Source: an optimization exercise on an open RTL-to-GDS flow (aim: a short achievable clock period and few clock cycles). Production flows keep margins and buffers that such runs may drop.
Only simulation tests tie the RTL to the original design; equivalence was not proved.
No activity file was given, so power comes from the tool's default toggle rates.

### run.sh
#!/bin/bash
# synth_recipe.tcl (not shown) runs the flow's synth.tcl, then flattens the netlist and writes it again
# the make line also repeats each setting of config.mk as NAME=value (left out here)
make -C /OpenROAD-flow-scripts/flow DESIGN_CONFIG=/design/flow/config.mk WORK_HOME=/design/flow/orfs CLKGATE_MAP_FILE= SYNTH_SCRIPT=/design/flow/synth_recipe.tcl finish
### config.mk
export PLATFORM = sky130hd
export DESIGN_NAME = easy8_core
export DESIGN_NICKNAME = easy8_core
export VERILOG_FILES = /design/flow/design.v
export SDC_FILE = /design/flow/constraint.sdc
export NUM_CORES = 4
export LEC_CHECK = 0
export ABC_CLOCK_PERIOD_IN_PS = 3500
export CAP_MARGIN = 20
export CORE_MARGIN = 2
export CORE_UTILIZATION = 30
export PLACE_DENSITY = 0.35
export SETUP_SLACK_MARGIN = 5
export SLEW_MARGIN = 20
export TNS_END_PERCENT = 10
### constraint.sdc
create_clock -name core_clock -period 10.0 [get_ports {clk}]
set_input_delay 2.0000 -clock core_clock [delete_from_list [all_inputs] [get_ports {clk}]]
set_output_delay 2.0000 -clock core_clock [all_outputs]
set_load 0.01 [all_outputs]
### design.v
module easy8_core (
    input  wire       clk,
    input  wire       rst_n,
    input  wire       cmd_valid,
    input  wire [2:0] cmd_op,
    input  wire [7:0] cmd_addr,
    input  wire [7:0] cmd_data,
    output wire       cmd_ready,
    output reg        rsp_valid,
    output reg  [7:0] rsp_data,
    output reg        out_valid,
    output wire [7:0] out_data,
    output wire       in_req,
    output wire [1:0] status,
    input  wire       tick
);
    localparam [2:0] CMD_READREG = 3'd0,
                     CMD_CLEAR   = 3'd1,
                     CMD_APPEND  = 3'd2,
                     CMD_WRITE   = 3'd3,
                     CMD_READ    = 3'd4,
                     CMD_RUN     = 3'd5,
                     CMD_STOP    = 3'd6,
                     CMD_DELIVER = 3'd7;
    localparam [1:0] ES_STOPPED  = 2'd0,
                     ES_RUNNING  = 2'd1,
                     ES_SLEEPING = 2'd2;
    localparam [7:0] OP_MOVEI = 8'd0,  OP_LOAD  = 8'd1,  OP_STORE = 8'd2,
                     OP_ADDI  = 8'd3,  OP_ADD   = 8'd4,  OP_SUBI  = 8'd5,
                     OP_SUB   = 8'd6,  OP_INC   = 8'd7,  OP_DEC   = 8'd8,
                     OP_CMPI  = 8'd9,  OP_CMP   = 8'd10, OP_JUMP  = 8'd11,
                     OP_JLESS = 8'd12, OP_JGT   = 8'd13, OP_JEQ   = 8'd14,
                     OP_PUSH  = 8'd15, OP_POP   = 8'd16, OP_CALL  = 8'd17,
                     OP_RET   = 8'd18, OP_IN    = 8'd19, OP_OUT   = 8'd20,
                     OP_STOP  = 8'd21, OP_SLEEP = 8'd22, OP_RAND  = 8'd23;
    function f_two(input [7:0] x);       
        f_two = !(x == OP_INC || x == OP_DEC || x == OP_PUSH || x == OP_POP ||
                  x == OP_RET || x == OP_STOP || x == OP_RAND);
    endfunction
    function f_eop(input [7:0] x);       
        f_eop = (x <= OP_CMP) || x == OP_PUSH || x == OP_POP || x == OP_OUT || x == OP_RAND;
    endfunction
    function f_flg(input [7:0] x);       
        f_flg = (x >= OP_ADDI) && (x <= OP_CMP);
    endfunction
    function f_mrd(input [7:0] x);       
        f_mrd = x == OP_LOAD || x == OP_ADD || x == OP_SUB || x == OP_CMP;
    endfunction
    function f_mwr(input [7:0] x);       
        f_mwr = x == OP_STORE || x == OP_PUSH || x == OP_POP;
    endfunction
    function f_cnd(input [7:0] x);       
        f_cnd = x == OP_JLESS || x == OP_JGT || x == OP_JEQ;
    endfunction
    function f_ujp(input [7:0] x);       
        f_ujp = x == OP_JUMP || x == OP_CALL;
    endfunction
    function f_sub(input [7:0] x);
        f_sub = x == OP_SUBI || x == OP_SUB || x == OP_DEC || x == OP_CMPI || x == OP_CMP;
    endfunction
    function f_cond_ok(input [7:0] x, input z, input n);
        f_cond_ok = (x == OP_JLESS && n) || (x == OP_JGT && !n && !z) || (x == OP_JEQ && z);
    endfunction
    function [255:0] dec8(input [7:0] a);
        begin
            dec8 = 256'd0;
            dec8[a] = 1'b1;
        end
    endfunction
    function [63:0] dec6(input [5:0] a);
        begin
            dec6 = 64'd0;
            dec6[a] = 1'b1;
        end
    endfunction
    reg  [7:0]   ra, pc, sp, ret;
    reg  [63:0]  pcr_oh;                 
    reg          fz, fc, fn;
    reg  [1:0]   es;
    reg          inreq;
    reg          timed;
    reg  [7:0]   wk;                     
    reg  [9:0]   wsub;                   
    reg  [7:0]   outv;
    reg          outv_valid;
    reg  [7:0]   ap;
    reg  [7:0]   lfsr;
    wire [7:0]   mem [0:255];
    reg          e0v, e1v;
    reg  [7:0]   e0_opnd, e1_opnd;
    reg  [255:0] e_roh;                  
    reg          e0_movei, e0_load, e0_store, e0_alu, e0_amem, e0_one, e0_sub, e0_wra,
                 e0_push, e0_pop, e0_out, e0_rand;
    reg          e1_movei, e1_load, e1_store, e1_alu, e1_amem, e1_one, e1_sub, e1_wra,
                 e1_push, e1_pop, e1_out, e1_rand;
    reg          eb;                     
    reg  [7:0]   eb_op;
    reg          eb_pred;                
    reg  [7:0]   eb_alt;                 
    reg          cv_r;                   
    reg          c2_v;
    reg  [2:0]   c2_op;
    reg  [7:0]   c2_addr, c2_data;
    reg          c2_stopped;             
    reg          c2_inreq;               
    reg          tick_r, sl_r;
    wire ev = e0v || e1v || eb;
    assign cmd_ready = (es != ES_RUNNING) || (cv_r && !ev);
    assign status    = es;
    assign in_req    = inreq;
    assign out_data  = outv;
    wire cmd_fire = cmd_valid && cmd_ready;
    reg  [31:0] rd_ev, rd_od;
    reg  [7:0]  m;
    integer j, k;
    always @(*) begin
        rd_ev = 32'd0;
        rd_od = 32'd0;
        for (j = 0; j < 32; j = j + 1) begin
            if (pcr_oh[2*j] || pcr_oh[(2*j + 63) % 64])
                rd_ev = rd_ev | {mem[8*j+3], mem[8*j+2], mem[8*j+1], mem[8*j]};
            if (pcr_oh[2*j + 1] || pcr_oh[2*j])
                rd_od = rd_od | {mem[8*j+7], mem[8*j+6], mem[8*j+5], mem[8*j+4]};
        end
        m = 8'd0;
        for (k = 0; k < 256; k = k + 1)
            m = m | ({8{e_roh[k]}} & mem[k]);
    end
    wire [63:0] win = pc[2] ? {rd_ev, rd_od} : {rd_od, rd_ev};
    wire [31:0] w4  = win >> {pc[1:0], 3'b000};
    wire [7:0]  b0 = w4[7:0], b1 = w4[15:8], b2 = w4[23:16], b3 = w4[31:24];
    wire [7:0] lfsr_next = lfsr[0] ? ((lfsr >> 1) ^ 8'hB8) : (lfsr >> 1);
    wire [7:0] pre0 = (e0v && e0_movei) ? e0_opnd :
                      (e0v && e0_load)  ? m :
                      (e0v && e0_rand)  ? lfsr_next : ra;
    wire       alu1  = e1v && e1_alu;            
    wire       alu0  = e0v && e0_alu;
    wire [7:0] d0    = e0_amem ? m : (e0_one ? 8'd1 : e0_opnd);
    wire [7:0] d1    = e1_amem ? m : (e1_one ? 8'd1 : e1_opnd);
    wire [7:0] alu_a = alu1 ? pre0 : ra;
    wire [7:0] alu_d = alu1 ? d1 : d0;
    wire       alu_sub = alu1 ? e1_sub : e0_sub;
    wire [8:0] alu_s = {1'b0, alu_a} + {1'b0, alu_sub ? ~alu_d : alu_d} + {8'd0, alu_sub};
    wire       alu_c = alu_sub ? (alu_s[8] && (alu_d != 8'd0)) : alu_s[8];
    wire [7:0] r0 = (alu0 && e0_wra) ? alu_s[7:0] : pre0;
    wire [7:0] r1 = !e1v     ? r0 :
                    e1_alu   ? (e1_wra ? alu_s[7:0] : r0) :
                    e1_movei ? e1_opnd :
                    e1_load  ? m :
                    e1_rand  ? lfsr_next : r0;
    wire       sp_top = (sp == 8'd255);
    wire       w0     = e0v && (e0_store || e0_push || (e0_pop && !sp_top));
    wire       w1     = e1v && (e1_store || e1_push || (e1_pop && !sp_top));
    wire       wr_st  = w0 ? e0_store : e1_store;
    wire       wr_pu  = w0 ? e0_push  : e1_push;
    wire       wr_po  = w0 ? e0_pop   : e1_pop;
    wire [7:0] sp1    = sp + 8'd1;
    wire [7:0] e_wa   = wr_st ? (w0 ? e0_opnd : e1_opnd) : (wr_pu ? sp : sp1);
    wire [255:0] e_woh = dec8(e_wa);
    wire [7:0] e_wd   = wr_po ? 8'd0 : (w0 ? ra : r0);
    wire       e_wr   = w0 || w1;
    wire       e_flags = alu0 || alu1;
    wire misp = eb && (f_cond_ok(eb_op, fz, fn) != eb_pred);
    wire [7:0] pc1 = pc + 8'd1;
    wire [7:0] pc2 = pc + 8'd2;
    wire [7:0] pc3 = pc + 8'd3;
    wire [7:0] pc4 = pc + 8'd4;
    wire [7:0] rp1 = ret + 8'd1;
    wire [63:0] pcr_nx = {pcr_oh[62:0], pcr_oh[63]};      
    wire t0   = f_two(b0);
    wire [7:0] x1 = t0 ? b2 : b1;
    wire [7:0] y1 = t0 ? b3 : b2;
    wire [7:0] q1 = t0 ? pc2 : pc1;
    wire t1   = f_two(x1);
    wire pair = f_eop(b0) && !(b0 == OP_PUSH) && !(b0 == OP_POP) &&
                (f_eop(x1) || f_ujp(x1) || x1 == OP_RET || (f_cnd(x1) && !f_flg(b0))) &&
                !(f_flg(b0) && f_flg(x1)) &&
                !(f_mrd(b0) && f_mrd(x1)) &&
                !(f_mwr(b0) && (f_mrd(x1) || f_mwr(x1))) &&
                !(b0 == OP_OUT && x1 == OP_OUT) &&
                !(b0 == OP_RAND && x1 == OP_RAND) &&
                !(b0 == OP_STORE && (b1 == pc2 || b1 == pc3));
    wire [7:0] jop  = pair ? x1 : b0;
    wire [7:0] jtgt = pair ? y1 : b1;
    wire [7:0] jadr = pair ? q1 : pc;
    wire [7:0] jfall = pair ? (t0 ? pc4 : pc3) : pc2;           
    wire       jcnd = f_cnd(jop);
    wire       jpred = (jtgt <= jadr);                            
    wire       jtake = f_ujp(jop) || (jcnd && (e_flags ? jpred : f_cond_ok(jop, fz, fn)));
    wire hz_mem = e_wr && ((e_wa - pc) < 8'd4);
    wire f_go   = (es == ES_RUNNING) && !cv_r && !hz_mem && !misp;
    wire f_hold = (b0 == OP_STOP) || (b0 > OP_RAND);
    wire c2_ld = c2_v && c2_stopped;
    wire c_clear = c2_ld && (c2_op == CMD_CLEAR);
    wire c_app   = c2_ld && (c2_op == CMD_APPEND);
    wire c_wr    = c2_ld && (c2_op == CMD_WRITE);
    wire [7:0] c_wa = c_app ? ap : c2_addr;
    wire [255:0] c_woh = dec8(c_wa);
    genvar g;
    generate
        for (g = 0; g < 256; g = g + 1) begin : mb
            reg [7:0] mq;
            always @(posedge clk) begin
                if (c_clear)
                    mq <= 8'd0;
                else if ((c_app || c_wr) && c_woh[g])
                    mq <= c2_data;
                else if (e_wr && e_woh[g])
                    mq <= e_wd;
            end
            assign mem[g] = mq;
        end
    endgenerate
    reg [7:0] pc_n;
    always @(posedge clk) begin
        tick_r <= tick;
        sl_r   <= (es == ES_SLEEPING);
        if (!rst_n) begin
            es         <= ES_STOPPED;
            inreq      <= 1'b0;
            timed      <= 1'b0;
            outv_valid <= 1'b0;
            rsp_valid  <= 1'b0;
            out_valid  <= 1'b0;
            e0v        <= 1'b0;
            e1v        <= 1'b0;
            eb         <= 1'b0;
            cv_r       <= 1'b0;
            c2_v       <= 1'b0;
        end else begin
            rsp_valid <= 1'b0;
            out_valid <= 1'b0;
            cv_r      <= cmd_valid && !cmd_ready;
            c2_v <= cmd_fire;
            if (cmd_fire) begin
                c2_op      <= cmd_op;
                c2_addr    <= cmd_addr;
                c2_data    <= cmd_data;
                c2_stopped <= (es == ES_STOPPED);
                c2_inreq   <= inreq;
                e_roh      <= dec8(cmd_addr);
            end
            if (timed && sl_r && tick_r && wk != 8'd0) begin
                if (wsub == 10'd999) begin
                    wsub <= 10'd0;
                    wk   <= wk - 8'd1;
                end else
                    wsub <= wsub + 10'd1;
            end
            if (es == ES_SLEEPING && timed && wk == 8'd0) begin
                es    <= ES_RUNNING;
                timed <= 1'b0;
            end
            if (e0v || e1v) begin
                ra <= r1;
                if (e_flags) begin
                    fz <= (alu_s[7:0] == 8'd0);
                    fc <= alu_c;
                    fn <= alu_s[7];
                end
                if ((e0v && e0_rand) || (e1v && e1_rand))
                    lfsr <= lfsr_next;
                if (e_wr && wr_pu)
                    sp <= sp - 8'd1;
                if (e_wr && wr_po)
                    sp <= sp1;
                if (e0v && e0_out) begin
                    outv       <= ra;
                    outv_valid <= 1'b1;
                    out_valid  <= 1'b1;
                end
                if (e1v && e1_out) begin
                    outv       <= r0;
                    outv_valid <= 1'b1;
                    out_valid  <= 1'b1;
                end
            end
            e0v <= 1'b0;
            e1v <= 1'b0;
            eb  <= 1'b0;
            if (misp) begin
                pc     <= eb_alt;
                pcr_oh <= dec6(eb_alt[7:2]);
            end else if (f_go) begin
                if (f_hold) begin
                    es <= ES_STOPPED;                    
                end else begin
                    if (jtake) begin
                        pc     <= jtgt;
                        pcr_oh <= pair ? dec6(y1[7:2]) : dec6(b1[7:2]);
                    end else if (jop == OP_RET) begin
                        pc     <= rp1;
                        pcr_oh <= dec6(rp1[7:2]);
                    end else if (!pair) begin
                        pc     <= t0 ? pc2 : pc1;
                        pcr_oh <= (t0 ? (pc[1:0] >= 2'd2) : (pc[1:0] == 2'd3)) ? pcr_nx : pcr_oh;
                    end else if (t0 && t1) begin
                        pc     <= pc4;
                        pcr_oh <= pcr_nx;
                    end else if (t0 || t1) begin
                        pc     <= pc3;
                        pcr_oh <= (pc[1:0] >= 2'd1) ? pcr_nx : pcr_oh;
                    end else begin
                        pc     <= pc2;
                        pcr_oh <= (pc[1:0] >= 2'd2) ? pcr_nx : pcr_oh;
                    end
                    if (jop == OP_CALL)
                        ret <= jadr + 8'd1;
                    if (jcnd && e_flags) begin
                        eb      <= 1'b1;
                        eb_op   <= jop;
                        eb_pred <= jpred;
                        eb_alt  <= jpred ? jfall : jtgt;
                    end
                    if (!pair && b0 == OP_IN && b1 == 8'd0) begin
                        es    <= ES_SLEEPING;
                        inreq <= 1'b1;
                    end
                    if (!pair && b0 == OP_SLEEP) begin
                        es    <= ES_SLEEPING;
                        timed <= 1'b1;
                        wk    <= b1;
                        wsub  <= 10'd0;
                    end
                    e_roh <= (pair && f_mrd(x1)) ? dec8(y1) : dec8(b1);
                    e0v      <= f_eop(b0);
                    e0_opnd  <= b1;
                    e0_movei <= (b0 == OP_MOVEI);
                    e0_load  <= (b0 == OP_LOAD);
                    e0_store <= (b0 == OP_STORE);
                    e0_alu   <= f_flg(b0);
                    e0_amem  <= (b0 == OP_ADD) || (b0 == OP_SUB) || (b0 == OP_CMP);
                    e0_one   <= (b0 == OP_INC) || (b0 == OP_DEC);
                    e0_sub   <= f_sub(b0);
                    e0_wra   <= (b0 != OP_CMPI) && (b0 != OP_CMP);
                    e0_push  <= (b0 == OP_PUSH);
                    e0_pop   <= (b0 == OP_POP);
                    e0_out   <= (b0 == OP_OUT) && (b1 == 8'd1);
                    e0_rand  <= (b0 == OP_RAND);
                    e1v      <= pair && f_eop(x1);
                    e1_opnd  <= y1;
                    e1_movei <= (x1 == OP_MOVEI);
                    e1_load  <= (x1 == OP_LOAD);
                    e1_store <= (x1 == OP_STORE);
                    e1_alu   <= f_flg(x1);
                    e1_amem  <= (x1 == OP_ADD) || (x1 == OP_SUB) || (x1 == OP_CMP);
                    e1_one   <= (x1 == OP_INC) || (x1 == OP_DEC);
                    e1_sub   <= f_sub(x1);
                    e1_wra   <= (x1 != OP_CMPI) && (x1 != OP_CMP);
                    e1_push  <= (x1 == OP_PUSH);
                    e1_pop   <= (x1 == OP_POP);
                    e1_out   <= (x1 == OP_OUT) && (y1 == 8'd1);
                    e1_rand  <= (x1 == OP_RAND);
                end
            end
            if (c2_v) begin
                case (c2_op)
                CMD_READREG: begin
                    rsp_valid <= 1'b1;
                    case (c2_addr[2:0])
                        3'd0: rsp_data <= ra;
                        3'd1: rsp_data <= pc;
                        3'd2: rsp_data <= sp;
                        3'd3: rsp_data <= ret;
                        3'd4: rsp_data <= {5'd0, fn, fc, fz};
                        3'd5: rsp_data <= {4'd0, outv_valid, inreq, es};
                        3'd6: rsp_data <= outv;
                        default: rsp_data <= ap;
                    endcase
                end
                CMD_READ: begin
                    rsp_valid <= 1'b1;
                    rsp_data  <= m;
                end
                CMD_CLEAR:  if (c2_stopped) ap <= 8'd0;
                CMD_APPEND: if (c2_stopped) ap <= ap + 8'd1;
                CMD_DELIVER: if (c2_inreq) ra <= c2_data;
                default: ;
                endcase
            end
            if (cmd_fire) begin
                case (cmd_op)
                CMD_RUN: begin
                    es     <= ES_RUNNING;
                    inreq  <= 1'b0;
                    timed  <= 1'b0;
                    ra     <= 8'd0;
                    pc     <= 8'd0;
                    pcr_oh <= 64'd1;
                    sp     <= 8'd255;
                    ret    <= 8'd0;
                    fz     <= 1'b0;
                    fc     <= 1'b0;
                    fn     <= 1'b0;
                    lfsr   <= 8'd1;
                end
                CMD_STOP: begin
                    es    <= ES_STOPPED;
                    inreq <= 1'b0;
                    timed <= 1'b0;
                end
                CMD_DELIVER: if (inreq) begin
                    es    <= ES_RUNNING;
                    inreq <= 1'b0;
                end
                default: ;
                endcase
            end
        end
    end
endmodule
==> results of run 1 <==
==> logic make-up after synthesis <==
family	count (synthesis)	share of synthesized area (%)
compound gates	8392	35.7
simple gates	6455	18.8
flops	2545	37.1
buf+inv	2113	5.36
mux	219	1.59
xor+xnor	157	0.916
fa+ha+maj	58	0.488
==> cell usage after synthesis, types with 218 or more instances <==
cell type | count | area, um^2
nand2_1 | 3603 | 13500
a21oi_1 | 1661 | 8310
nand4_1 | 675 | 4220
a22oi_1 | 1010 | 7580
a22o_1 | 458 | 4010
clkbuf_1 | 1870 | 7020
nand3_1 | 327 | 1640
a221oi_1 | 431 | 3770
nor2_1 | 1080 | 4050
dfxtp_1 | 2062 | 41300
o211ai_1 | 913 | 6850
o22ai_1 | 227 | 1420
o21ai_0 | 2692 | 13500
nor3_1 | 218 | 1090
edfxtp_1 | 483 | 14500
==> power by group through the flow <==
stage / sequential, uW / combinational, uW / clock [uW]
CTS: 11100 / 5830 / 12900
floorplan: 10900 / 1900 / 0
detailed placement: 11300 / 5390 / 0
global placement: 11300 / 5430 / 0
==> routing by layer <==
metal,GRT usage [%],overflow
met5,66.4,25
met4,84.6,1117
met3,81.6,236
met2,95.2,2169
met1,88.9,228
==> metrics by stage <==
| stage | setup TNS, ns | instance area, um^2 | util [%] | total power, uW | cells |
|---|---|---|---|---|---|
| floorplan | 0 | 151000 | - | 12800 | 19900 |
| global placement | -21.82 | 166000 | 33.4 | 16800 | 26100 |
| detailed placement | 0 | 167000 | 33.5 | 16700 | 26100 |
| CTS | 0 | 183000 | 36.8 | 29800 | 27000 |
==> worst max path at each step <==
stage / from / endpoint / slack (ns) / depth (start not counted)
after floorplan: pcr_oh[31]$_DFFE_PP_ / pcr_oh[33]$_DFFE_PP_ / 3.12 / 37
after CTS: pcr_oh[1]$_DFFE_PP_ / pcr_oh[55]$_DFFE_PP_ / 1.94 / 37
after detailed placement: pcr_oh[58]$_DFFE_PP_ / pcr_oh[58]$_DFFE_PP_ / 0.24 / 33
after global placement: pcr_oh[58]$_DFFE_PP_ / pcr_oh[58]$_DFFE_PP_ / -0.66 / 33
==> what timing repair did <==
| item | 4_1_cts |
|---|---|
| buffers inserted | 195 |
| endpoints found under the setup margin | 2531 |
| gates cloned | 29 |
| pin swaps | 124 |
| resized for setup | 683 |
==> summary.md, run 1 <==
| Metric | Value |
|---|---|
| Pre-CTS WS | `0.242 ns` |
| CTS root buf | `clkbuf_16` |
| Synthesized net count | `20,000` |
| Top Ports | `45` |
| Post-Syn Area | `150,000 um^2` |
| FF+latch count, synth | `2,545` |
| Worst-case clock buffer depth | `4` |
| Top_reg_cell synth | `dfxtp_1` |
| Post-synth EDFFs | `between 400 and 500` |
| Synth unique cells | `104` |
| FP Rows | `259` |
| Vias in the first global route | `240,000` |
| Die width | `roughly 700 um` |
| Initial Utilization | `approximately 30%` |
| Seq/Total Area, Yosys | `37.1%` |
| Ys async rst share | `0%` |
| Largest net degree at the start of global routing | `189` |
| GRT Util Overall | `approximately 90%` |
| Die Y | `between 700 and 800 um` |
| CTS sink cnt | `between 2,000 and 3,000` |
| Synth warn | `1` |
| Status | `stopped before the end` |
| Port Buffers | `44` |
| Failing step | `global routing` |
| H-tree Lvls | `5` |
| Post-DP HPWL | `1,610,000 um` |
| Post-Syn Area per Cell | `roughly 7.5 um^2` |
| Routability congestion estimate | `1.40` |
| First-pass GRT wire length | `around 3,000,000 um` |
| Clock buffer count from CTS | `326` |
| Total congestion overflow | `3,775` |
| Hold Buf Count CTS | `0` |
| Error msg | `[ERROR GRT-0116] Global routing finished with congestion. Check the congestion regions in the DRC Viewer.` |
| Synth Instances | `19,900` |
Testbench counts, summed over its fixed seeds: cycles 33,203.
==> inputs of run 2 (changes only) <==
--- a/design.v
+++ b/design.v
@@ -77,2 +77,3 @@
     reg  [63:0]  pcr_oh;                 
+    reg  [31:0]  se_oh, so_oh;           
     reg          fz, fc, fn;
@@ -106,4 +107,4 @@
     reg          tick_r, sl_r;
-    wire ev = e0v || e1v || eb;
-    assign cmd_ready = (es != ES_RUNNING) || (cv_r && !ev);
+    reg          rdy;                    
+    assign cmd_ready = rdy;
     assign status    = es;
@@ -112,13 +113,40 @@
     wire cmd_fire = cmd_valid && cmd_ready;
-    reg  [31:0] rd_ev, rd_od;
+    localparam CW = 11;                  
+    localparam BW = CW + 8;              
+    function [CW-1:0] f_cls(input [7:0] x, input z, input n, input [7:0] a);
+        f_cls = {x <= OP_ADD || (x >= OP_SUBI && x <= OP_DEC) || x == OP_RAND,  
+                 x < a,                                                  
+                 f_cond_ok(x, z, n),                                     
+                 x == OP_RET,                                            
+                 f_ujp(x),                                               
+                 f_mwr(x),                                               
+                 f_mrd(x),                                               
+                 f_cnd(x),                                               
+                 f_flg(x),                                               
+                 f_eop(x) && x != OP_PUSH && x != OP_POP,                
+                 f_two(x)};                                              
+    endfunction
+    localparam FAST_ROWS = 16;
+    reg  [4*BW-1:0] rd_ev, rd_od;
+    reg  [31:0] sl_ev, sl_od;
     reg  [7:0]  m;
-    integer j, k;
+    integer j, k, c;
     always @(*) begin
-        rd_ev = 32'd0;
-        rd_od = 32'd0;
+        rd_ev = {4*BW{1'b0}};
+        rd_od = {4*BW{1'b0}};
+        sl_ev = 32'd0;
+        sl_od = 32'd0;
+        for (j = 0; j < FAST_ROWS / 2; j = j + 1) begin
+            for (c = 0; c < 4; c = c + 1) begin
+                if (se_oh[j])
+                    rd_ev[c*BW +: BW] = rd_ev[c*BW +: BW] | {f_cls(mem[8*j+c], fz, fn, 8*j+c), mem[8*j+c]};
+                if (so_oh[j])
+                    rd_od[c*BW +: BW] = rd_od[c*BW +: BW] | {f_cls(mem[8*j+4+c], fz, fn, 8*j+4+c), mem[8*j+4+c]};
+            end
+        end
         for (j = 0; j < 32; j = j + 1) begin
-            if (pcr_oh[2*j] || pcr_oh[(2*j + 63) % 64])
-                rd_ev = rd_ev | {mem[8*j+3], mem[8*j+2], mem[8*j+1], mem[8*j]};
-            if (pcr_oh[2*j + 1] || pcr_oh[2*j])
-                rd_od = rd_od | {mem[8*j+7], mem[8*j+6], mem[8*j+5], mem[8*j+4]};
+            if (se_oh[j])
+                sl_ev = sl_ev | {mem[8*j+3], mem[8*j+2], mem[8*j+1], mem[8*j]};
+            if (so_oh[j])
+                sl_od = sl_od | {mem[8*j+7], mem[8*j+6], mem[8*j+5], mem[8*j+4]};
         end
@@ -128,5 +156,17 @@
     end
-    wire [63:0] win = pc[2] ? {rd_ev, rd_od} : {rd_od, rd_ev};
-    wire [31:0] w4  = win >> {pc[1:0], 3'b000};
-    wire [7:0]  b0 = w4[7:0], b1 = w4[15:8], b2 = w4[23:16], b3 = w4[31:24];
+    reg         fv;                      
+    reg         fbv;                     
+    reg  [63:0] fb;
+    wire [63:0] sl_win = pc[2] ? {sl_ev, sl_od} : {sl_od, sl_ev};
+    wire [31:0] fb4 = fb >> {pc[1:0], 3'b000};
+    wire [7:0]  pc1_ = pc + 8'd1, pc2_ = pc + 8'd2, pc3_ = pc + 8'd3;
+    wire [4*BW-1:0] fbw = {f_cls(fb4[31:24], fz, fn, pc3_), fb4[31:24],
+                           f_cls(fb4[23:16], fz, fn, pc2_), fb4[23:16],
+                           f_cls(fb4[15:8],  fz, fn, pc1_), fb4[15:8],
+                           f_cls(fb4[7:0],   fz, fn, pc),   fb4[7:0]};
+    wire [8*BW-1:0] win = pc[2] ? {rd_ev, rd_od} : {rd_od, rd_ev};
+    wire [4*BW-1:0] w4  = fbv ? fbw : (win >> (pc[1:0] * BW));
+    wire [7:0]    b0 = w4[0*BW +: 8], b1 = w4[1*BW +: 8], b2 = w4[2*BW +: 8], b3 = w4[3*BW +: 8];
+    wire [CW-1:0] k0 = w4[0*BW+8 +: CW], k1 = w4[1*BW+8 +: CW], k2 = w4[2*BW+8 +: CW],
+                  k3 = w4[3*BW+8 +: CW];
     wire [7:0] lfsr_next = lfsr[0] ? ((lfsr >> 1) ^ 8'hB8) : (lfsr >> 1);
@@ -158,4 +198,3 @@
     wire [7:0] e_wa   = wr_st ? (w0 ? e0_opnd : e1_opnd) : (wr_pu ? sp : sp1);
-    wire [255:0] e_woh = dec8(e_wa);
-    wire [7:0] e_wd   = wr_po ? 8'd0 : (w0 ? ra : r0);
+    wire [7:0] e_wd   = wr_po ? 8'd0 : ra;         
     wire       e_wr   = w0 || w1;
@@ -169,25 +208,97 @@
     wire [63:0] pcr_nx = {pcr_oh[62:0], pcr_oh[63]};      
-    wire t0   = f_two(b0);
-    wire [7:0] x1 = t0 ? b2 : b1;
-    wire [7:0] y1 = t0 ? b3 : b2;
-    wire [7:0] q1 = t0 ? pc2 : pc1;
-    wire t1   = f_two(x1);
-    wire pair = f_eop(b0) && !(b0 == OP_PUSH) && !(b0 == OP_POP) &&
-                (f_eop(x1) || f_ujp(x1) || x1 == OP_RET || (f_cnd(x1) && !f_flg(b0))) &&
-                !(f_flg(b0) && f_flg(x1)) &&
-                !(f_mrd(b0) && f_mrd(x1)) &&
-                !(f_mwr(b0) && (f_mrd(x1) || f_mwr(x1))) &&
-                !(b0 == OP_OUT && x1 == OP_OUT) &&
-                !(b0 == OP_RAND && x1 == OP_RAND) &&
-                !(b0 == OP_STORE && (b1 == pc2 || b1 == pc3));
-    wire [7:0] jop  = pair ? x1 : b0;
-    wire [7:0] jtgt = pair ? y1 : b1;
-    wire [7:0] jadr = pair ? q1 : pc;
-    wire [7:0] jfall = pair ? (t0 ? pc4 : pc3) : pc2;           
-    wire       jcnd = f_cnd(jop);
-    wire       jpred = (jtgt <= jadr);                            
-    wire       jtake = f_ujp(jop) || (jcnd && (e_flags ? jpred : f_cond_ok(jop, fz, fn)));
+    wire t0 = k0[0];
+    function pair_ok(input [CW-1:0] f, input [CW-1:0] s, input [7:0] fo, input [7:0] so);
+        pair_ok = f[1] &&
+                  (s[1] || (s[5] && !s[0]) || s[6] || s[7] || s[3]) &&
+                  !(f[2] && (s[2] || s[3])) &&
+                  !(f[4] && s[4]) &&
+                  !(f[5] && (s[4] || s[5])) &&
+                  !((fo == OP_OUT || fo == OP_RAND) && (so == OP_OUT || so == OP_RAND)) &&
+                  !(f[10] && s[5]);
+    endfunction
+    wire pair_a = pair_ok(k0, k1, b0, b1);
+    wire pair_b = pair_ok(k0, k2, b0, b2) && !(k0[5] && (b1 == pc2 || b1 == pc3));
+    wire pair   = t0 ? pair_b : pair_a;
+    function jmp_of(input [CW-1:0] f, input fl, input bk);
+        jmp_of = f[6] || (f[3] && (fl ? bk : f[8]));
+    endfunction
+    wire [CW-1:0] kj = !pair ? k0 : (t0 ? k2 : k1);    
+    wire [7:0]    x1 = t0 ? b2 : b1;
+    wire [7:0]    y1 = t0 ? b3 : b2;
+    wire [7:0] jtgt  = !pair ? b1 : y1;
+    wire       jbk   = !pair ? k1[9] : (t0 ? k3[9] : k2[9]);
+    wire       jcnd  = kj[3];
+    wire       jcall = !pair ? (b0 == OP_CALL) : (x1 == OP_CALL);
+    wire [7:0] pc_seq = !pair ? (t0 ? pc2 : pc1) :
+                        (t0 ? (k2[0] ? pc4 : pc3) : (k1[0] ? pc3 : pc2));
+    wire [7:0] jopnd = !pair ? pc1 : (t0 ? pc3 : pc2);
+    wire [1:0] pl = pc[1:0];
+    wire jt_n = jmp_of(k0, e_flags, k1[9]);
+    wire jt_a = jmp_of(k1, e_flags, k2[9]);
+    wire jt_b = jmp_of(k2, e_flags, k3[9]);
+    wire cy_n = t0 ? (pl >= 2'd2) : (pl == 2'd3);             
+    wire cy_a = k1[0] ? (pl >= 2'd1) : (pl >= 2'd2);
+    wire cy_b = k2[0] ? 1'b1 : (pl >= 2'd1);
+    wire [7:0]  sq_n = t0 ? pc2 : pc1;
+    wire [7:0]  sq_a = k1[0] ? pc3 : pc2;
+    wire [7:0]  sq_b = k2[0] ? pc4 : pc3;
+    wire [63:0] d_b1 = dec6(b1[7:2]), d_b2 = dec6(b2[7:2]), d_b3 = dec6(b3[7:2]);
+    wire [63:0] d_rp = dec6(rp1[7:2]);
+    wire [63:0] nr_n = jt_n ? d_b1 : k0[7] ? d_rp : cy_n ? pcr_nx : pcr_oh;
+    wire [63:0] nr_a = jt_a ? d_b2 : k1[7] ? d_rp : cy_a ? pcr_nx : pcr_oh;
+    wire [63:0] nr_b = jt_b ? d_b3 : k2[7] ? d_rp : cy_b ? pcr_nx : pcr_oh;
+    wire [7:0]  np_n = jt_n ? b1 : k0[7] ? rp1 : sq_n;
+    wire [7:0]  np_a = jt_a ? b2 : k1[7] ? rp1 : sq_a;
+    wire [7:0]  np_b = jt_b ? b3 : k2[7] ? rp1 : sq_b;
     wire hz_mem = e_wr && ((e_wa - pc) < 8'd4);
-    wire f_go   = (es == ES_RUNNING) && !cv_r && !hz_mem && !misp;
+    wire f_ok   = (es == ES_RUNNING) && !cv_r && !hz_mem && !misp;
+    wire f_go   = f_ok && (fv || fbv);               
+    wire f_cap  = f_ok && !fv && !fbv;               
     wire f_hold = (b0 == OP_STOP) || (b0 > OP_RAND);
+    reg [1:0] es_n;
+    always @(*) begin
+        es_n = es;
+        if (es == ES_SLEEPING && timed && wk == 8'd0)
+            es_n = ES_RUNNING;
+        if (!misp && f_go) begin
+            if (f_hold)
+                es_n = ES_STOPPED;
+            else if (!pair && ((b0 == OP_IN && b1 == 8'd0) || b0 == OP_SLEEP))
+                es_n = ES_SLEEPING;
+        end
+        if (cmd_fire) begin
+            if (cmd_op == CMD_RUN || (cmd_op == CMD_DELIVER && inreq))
+                es_n = ES_RUNNING;
+            else if (cmd_op == CMD_STOP)
+                es_n = ES_STOPPED;
+        end
+        if (!rst_n)
+            es_n = ES_STOPPED;
+    end
+    reg [7:0]  pc_n;
+    reg [63:0] pcr_n;
+    always @(*) begin
+        pc_n  = pc;
+        pcr_n = pcr_oh;
+        if (misp) begin
+            pc_n  = eb_alt;
+            pcr_n = dec6(eb_alt[7:2]);
+        end else if (f_go && !f_hold) begin
+            if (!pair) begin
+                pc_n  = np_n;
+                pcr_n = nr_n;
+            end else if (!t0) begin
+                pc_n  = np_a;
+                pcr_n = nr_a;
+            end else begin
+                pc_n  = np_b;
+                pcr_n = nr_b;
+            end
+        end
+        if (cmd_fire && cmd_op == CMD_RUN) begin
+            pc_n  = 8'd0;
+            pcr_n = 64'd1;
+        end
+    end
+    wire cv_n = rst_n && cmd_valid && !cmd_ready;
     wire c2_ld = c2_v && c2_stopped;
@@ -197,3 +308,7 @@
     wire [7:0] c_wa = c_app ? ap : c2_addr;
-    wire [255:0] c_woh = dec8(c_wa);
+    wire       c_any = c_app || c_wr;
+    wire [7:0] w_a   = c_any ? c_wa : e_wa;
+    wire [7:0] w_d   = c_clear ? 8'd0 : (c_any ? c2_data : e_wd);
+    wire       w_en  = c_any || e_wr;
+    wire [255:0] w_oh = dec8(w_a);
     genvar g;
@@ -202,10 +317,6 @@
             reg [7:0] mq;
-            always @(posedge clk) begin
-                if (c_clear)
-                    mq <= 8'd0;
-                else if ((c_app || c_wr) && c_woh[g])
-                    mq <= c2_data;
-                else if (e_wr && e_woh[g])
-                    mq <= e_wd;
-            end
+            wire we = c_clear || (w_en && w_oh[g]);
+            always @(posedge clk)
+                if (we)
+                    mq <= w_d;
             assign mem[g] = mq;
@@ -213,3 +324,2 @@
     endgenerate
-    reg [7:0] pc_n;
     always @(posedge clk) begin
@@ -217,2 +327,13 @@
         sl_r   <= (es == ES_SLEEPING);
+        rdy    <= (es_n != ES_RUNNING) || (cv_n && cv_r);
+        pc     <= pc_n;
+        pcr_oh <= pcr_n;
+        fv     <= (pc_n < 8'd60);
+        fbv    <= f_cap && rst_n;
+        if (f_cap)
+            fb <= sl_win;
+        for (j = 0; j < 32; j = j + 1) begin
+            se_oh[j] <= pcr_n[2*j] || pcr_n[(2*j + 63) % 64];
+            so_oh[j] <= pcr_n[2*j + 1] || pcr_n[2*j];
+        end
         if (!rst_n) begin
@@ -280,6 +401,3 @@
             eb  <= 1'b0;
-            if (misp) begin
-                pc     <= eb_alt;
-                pcr_oh <= dec6(eb_alt[7:2]);
-            end else if (f_go) begin
+            if (!misp && f_go) begin
                 if (f_hold) begin
@@ -287,28 +405,9 @@
                 end else begin
-                    if (jtake) begin
-                        pc     <= jtgt;
-                        pcr_oh <= pair ? dec6(y1[7:2]) : dec6(b1[7:2]);
-                    end else if (jop == OP_RET) begin
-                        pc     <= rp1;
-                        pcr_oh <= dec6(rp1[7:2]);
-                    end else if (!pair) begin
-                        pc     <= t0 ? pc2 : pc1;
-                        pcr_oh <= (t0 ? (pc[1:0] >= 2'd2) : (pc[1:0] == 2'd3)) ? pcr_nx : pcr_oh;
-                    end else if (t0 && t1) begin
-                        pc     <= pc4;
-                        pcr_oh <= pcr_nx;
-                    end else if (t0 || t1) begin
-                        pc     <= pc3;
-                        pcr_oh <= (pc[1:0] >= 2'd1) ? pcr_nx : pcr_oh;
-                    end else begin
-                        pc     <= pc2;
-                        pcr_oh <= (pc[1:0] >= 2'd2) ? pcr_nx : pcr_oh;
-                    end
-                    if (jop == OP_CALL)
-                        ret <= jadr + 8'd1;
+                    if (jcall)
+                        ret <= jopnd;
                     if (jcnd && e_flags) begin
                         eb      <= 1'b1;
-                        eb_op   <= jop;
-                        eb_pred <= jpred;
-                        eb_alt  <= jpred ? jfall : jtgt;
+                        eb_op   <= !pair ? b0 : x1;
+                        eb_pred <= jbk;
+                        eb_alt  <= jbk ? pc_seq : jtgt;
                     end
@@ -324,3 +423,3 @@
                     end
-                    e_roh <= (pair && f_mrd(x1)) ? dec8(y1) : dec8(b1);
+                    e_roh <= k0[4] ? dec8(b1) : (t0 ? dec8(b3) : dec8(b2));
                     e0v      <= f_eop(b0);
@@ -387,4 +486,2 @@
                     ra     <= 8'd0;
-                    pc     <= 8'd0;
-                    pcr_oh <= 64'd1;
                     sp     <= 8'd255;
--- a/config.mk
+++ b/config.mk
@@ -10,4 +10,4 @@
 export CORE_MARGIN = 2
-export CORE_UTILIZATION = 30
-export PLACE_DENSITY = 0.35
+export CORE_UTILIZATION = 25
+export PLACE_DENSITY = 0.3
 export SETUP_SLACK_MARGIN = 5
==> run 2 against run 1 <==
Synthesized cell count shrank 16%; the flow again stops in global routing; area after synthesis grew 11%.
==> summary.md, run 2 <==
| Metric | Value |
|---|---|
| Status | `stopped before the end` |
| Failing step | `global routing` |
| Error msg | `[ERROR GRT-0116] Global routing finished with congestion. Check the congestion regions in the DRC Viewer.` |
| Synthesized net count | `16,800 (-16%)` |
| Post-synth EDFFs | `2,515 (+420%)` |
| Total congestion overflow | `between 2,000 and 3,000` |
| Routability congestion estimate | `1.26 (-10%)` |
| Synth unique cells | `115 (+11%)` |
| CTS root buf | `clkbuf_16` |
| First-pass GRT wire length | `3,220,000 um` |
| Worst-case clock buffer depth | `4 (unchanged)` |
| H-tree Lvls | `5 (unchanged)` |
| Most frequent cells after synthesis | `2,515 x edfxtp_1, 1,277 x a22oi_1, 1,211 x nor2_1` |
| Post-synth top area cell | `edfxtp_1` |
| Die Y | `822 um (+16%)` |
| Synth warn | `1 (unchanged)` |
| GRT Util Overall | `just over 70%` |
| Post-synth top area share | `45.2% (+18 points)` |
| Count leader, synth | `edfxtp_1` |
| Clock buffer count from CTS | `361 (+11%)` |
| Initial Utilization | `25.1% (-5.1 points)` |
| Pre-CTS WS | `0.0980 ns (-0.144 ns)` |
| Largest net degree at the start of global routing | `223` |
| Port Buffers | `44 (unchanged)` |
| Synth Instances | `16,700 (-16%)` |
| FF+latch count, synth | `2,732 (+7.3%)` |
| Top_reg_cell synth | `edfxtp_1` |
| FP Rows | `300 (+16%)` |
| Top Ports | `45 (unchanged)` |
| Vias in the first global route | `227,000` |
| Die width | `822 um (+16%)` |
| Ys async rst share | `0% (unchanged)` |
| Post-DP HPWL | `1,770,000 um (+10%)` |
| Post-Syn Area per Cell | `10.0 um^2 (+33%)` |
| CTS sink cnt | `2,732 (+7.3%)` |
| Area contributors post-synth | `edfxtp_1 45%, a22oi_1 5.7%, a221oi_1 3.4%, o21ai_0 3.0%, a22o_1 2.9%` |
| Post-Syn Area | `167,000 um^2 (+11%)` |
| Seq/Total Area, Yosys | `47.8% (+11 points)` |
## run 2: cell types whose count changed after synthesis, moves of 177 or more
| cell | change |
|---|---|
| a21oi_1 | -1046 |
| o22ai_1 | +188 |
| nand2_1 | -2487 |
| a222oi_1 | -177 |
| edfxtp_1 | +2032 |
| dfxtp_1 | -1845 |
| o211ai_1 | -736 |
| a221oi_1 | +222 |
| mux2i_1 | +268 |
| clkbuf_1 | -667 |
| a22oi_1 | +267 |
| o21ai_0 | -1697 |
## run 2: cell families after synthesis
| group | share of synthesized area [%] |
|---|---|
| adders and majority gates | 0.566 |
| AOI/OAI and AO/OA | 25.1 |
| and+or+nand+nor | 16.7 |
| muxes | 4.13 |
| buffers and inverters | 4.41 |
| DFF | 47.8 |
| xor gates and xnor gates | 1.37 |
## run 2: through the flow
| stage | TNS [ns] | power [uW] | instance area, um^2 | hold slack [ns] | std cells |
|---|---|---|---|---|---|
| CTS | 0 | 80000 | 225000 | 0.477 | 28100 |
| floorplan | 0 | 31100 | 167000 | 0.440 | 16700 |
| global placement | -3.93 | 56500 | 190000 | 0.452 | 25900 |
| detailed placement | 0 | 56200 | 191000 | 0.462 | 26000 |
## run 2: how the worst min path moves through the flow
| stage | start | to | slack [ns] | cells after the start |
|---|---|---|---|---|
| CTS | timed$_SDFF_PN0_ | timed$_SDFF_PN0_ | 0.48 | 2 |
| detailed placement | outv_valid$_SDFFE_PN0P_ | outv_valid$_SDFFE_PN0P_ | 0.46 | 1 |
| global placement | outv_valid$_SDFFE_PN0P_ | outv_valid$_SDFFE_PN0P_ | 0.45 | 1 |
| floorplan | outv_valid$_SDFFE_PN0P_ | outv_valid$_SDFFE_PN0P_ | 0.44 | 1 |
## run 2: power by group through the flow
stage          Combinational (uW)  Sequential, uW  Clock [uW]
4_1_cts                     52100           14000       13900
3_5_place_dp                41800           14400           0
3_3_place_gp                42100           14400           0
2_1_floorplan               17400           13600           0
## run 2: timing repair
action / CTS
buffers inserted: 1346
endpoints found under the setup margin: 2734
cloned: 47
pin swaps: 424
resized for setup: 1946
hold buffers: 0
## run 2: metal layers
metal  GRT usage [%]  GRT overflow
met5            29.1             2
met4            66.6          1114
met3            59.5            24
met2            86.4          1765
met1            75.3             8
Testbench counts of run 2, summed over its fixed seeds: cycles 34,101.
